Background: an optimization exercise with open tools, aiming at small area, a short achievable clock period and few clock cycles. Do not read the settings as production practice.
The RTL was checked by simulation tests, not by an equivalence proof against the original design.
No activity file was given, so power comes from the tool's default toggle rates.

==> flow/design.v (excerpt) <==
module openblt_transport (
    input  wire         clk,
    input  wire         rst,             
    input  wire         cmd_valid,
    output wire         cmd_ready,
    input  wire [15:0]  cmd,
    input  wire [31:0]  arg_len,
    input  wire         dbuf_we,
    input  wire [255:0] dbuf_wdata,      
    output reg  [1:0]   status,
    output wire [31:0]  result,
    output wire [7:0]   pkt_len,
    output wire [255:0] pkt_data,        
    input  wire [31:0]  now_ms,
    input  wire [31:0]  now_tick,
    output reg          pf_rx_req,
    input  wire         pf_rx_valid,
    input  wire [7:0]   pf_rx_data,
    output reg          pf_tx_valid,
    output wire [7:0]   pf_tx_data,
    input  wire         pf_tx_done,
    input  wire         pf_tx_ok,
    output reg          mb_rx_req,
    input  wire         mb_rx_valid,
    input  wire [7:0]   mb_rx_data,
    output reg          mb_tx_valid,
    output reg          mb_tx_last,
    output wire [7:0]   mb_tx_data,
    input  wire         mb_tx_done,
    input  wire         mb_tx_ok,
    output reg          mb_de
);
export LEC_CHECK = 0
export CAP_MARGIN = 20
export CORE_MARGIN = 2
export CORE_UTILIZATION = 50
export CTS_CLUSTER_DIAMETER = 80
export CTS_CLUSTER_SIZE = 30
export SLEW_MARGIN = 20
create_clock -name core_clock -period 10.0 [get_ports {clk}]
standard.sh (not shown) runs the stock make flow with config.mk's settings and CLKGATE_MAP_FILE= SYNTH_SCRIPT=/design/flow/synth_recipe.tcl, a recipe that flattens the netlist after the stock synthesis.
==> flow/flow/run.sh <==
#!/bin/bash
set -euo pipefail
export BUFFER_PORTS_ARGS="-buffer_cell sky130_fd_sc_hd__buf_1"
export SETUP_SLACK_MARGIN="${FLOW_SETUP_MARGIN:-7.2}"
bash standard.sh > standard.log 2>&1
The baseline completed without violations.
Testbench counts at the start, summed over its fixed seeds: cycles 67,156.
==> next run, changes <==
==> flow/flow/run.sh (replaced) <==
#!/bin/bash
set -euo pipefail
export BUFFER_PORTS_ARGS="-buffer_cell sky130_fd_sc_hd__buf_1"
export SETUP_SLACK_MARGIN="${FLOW_SETUP_MARGIN:-6.7}"
bash standard.sh > standard.log 2>&1
- SYNTH_HIERARCHICAL: unset -> 1
Effect:
- The changed run finished clean
- worst setup slack degrades by 19 ps
- maximum frequency drops by 0.55%
- global-route usage drops by 1.7 points
- critical path depth stays the same
- synthesized area climbs by 0.66%
- first-iteration DRC count drops by 0.47%
==> next run, changes <==
==> flow/flow/run.sh (replaced) <==
#!/bin/bash
set -euo pipefail
export BUFFER_PORTS_ARGS="-buffer_cell sky130_fd_sc_hd__buf_1"
export SETUP_SLACK_MARGIN="${FLOW_SETUP_MARGIN:-6.6}"
bash standard.sh > standard.log 2>&1
- CORE_UTILIZATION: 50 -> 60
- SYNTH_HIERARCHICAL: 1 -> unset
=> Via count goes up by 2.3%; cell area is lower by 2.6%; combinational power drops by about 3%; hold slack degrades by 15 ps; worst setup slack degrades by 16 ps.


== oak ==
Starting RTL as in the previous note.
==> flow/config.mk <==
export PLATFORM = sky130hd
export DESIGN_NAME = openblt_transport
export DESIGN_NICKNAME = openblt_transport
export VERILOG_FILES = /design/flow/design.v
export SDC_FILE = /design/flow/constraint.sdc
export NUM_CORES = 4
export LEC_CHECK = 0
export CAP_MARGIN = 20
export CORE_MARGIN = 2
export CORE_UTILIZATION = 70
export CTS_CLUSTER_DIAMETER = 80
export CTS_CLUSTER_SIZE = 30
export SLEW_MARGIN = 20
==> flow/constraint.sdc <==
create_clock -name core_clock -period 10.0 [get_ports {clk}]
set_input_delay 2.0000 -clock core_clock [delete_from_list [all_inputs] [get_ports {clk}]]
set_output_delay 2.0000 -clock core_clock [all_outputs]
set_load 0.01 [all_outputs]
==> flow/flow/run.sh <==
#!/bin/bash
set -euo pipefail
export BUFFER_PORTS_ARGS="-buffer_cell sky130_fd_sc_hd__buf_1"
export SETUP_SLACK_MARGIN="${FLOW_SETUP_MARGIN:-6.7}"
bash standard.sh > standard.log 2>&1
oak | stages: all done | timing, DRC, antenna: all pass
Testbench counts of oak, summed over its fixed seeds: cycles 67,156.
What maple does differently from oak at the input level:
Settings: CORE_UTILIZATION: 70 -> 60.
==> flow/flow/run.sh <==
#!/bin/bash
set -euo pipefail
export BUFFER_PORTS_ARGS="-buffer_cell sky130_fd_sc_hd__buf_1"
export SETUP_SLACK_MARGIN="${FLOW_SETUP_MARGIN:-6.9}"
bash standard.sh > standard.log 2>&1
## What came out
Data required time at the worst endpoint was lower in maple than in oak. maple: share of total power in the clock network is 0.5 points higher than what oak reported. On first-pass GRT wire length, oak beats maple. Total power per unit cell area in maple vs oak: down 9.3 nW/um2. maple ends up with higher post-route cell area than oak does. The setup slack at placement number comes out lower for maple vs oak. Re power: maple is about 0.6% up on oak.

port drivers added, routing unchanged:
In the flow no input, the clock included, has a driving cell. The finished layouts below were timed again as built, in two steps. Step 1 assumes that a clkbuf_16 drives the clock port and a buf_2 every other input. Step 2 adds t to the input delays and takes it off the output delays; t is the mean of the earliest and latest rising clock arrival at the registers after step 1. Input paths then give back, and output paths get back, about the clock's delay inside the block. Slacks: ideal ports / drivers / drivers and shift; pairs: ideal ports / drivers.
run | t (ns) | slack for setup (ns) | worst setup path at the end | worst data-port slew with drivers (ns)
the first run of note 1 | 0.778 | 6.605 / 6.544 / 5.889 | input to register | 0.13
the second run of note 1 | 0.784 | 6.586 / 6.516 / 5.847 | input to register | 0.13
the third run of note 1 | 0.718 | 6.570 / 6.563 / 5.898 | input to register | 0.12
oak | 0.738 | 6.568 / 6.576 / 5.837 | input to register | 0.19
maple | 0.710 | 6.645 / 6.577 / 5.979 | input to register | 0.12
After both steps every run listed still meets setup and hold. The setup slack of the second run of note 1, which loses most, moves by -0.070 ns with the drivers and by -0.739 ns with both steps.
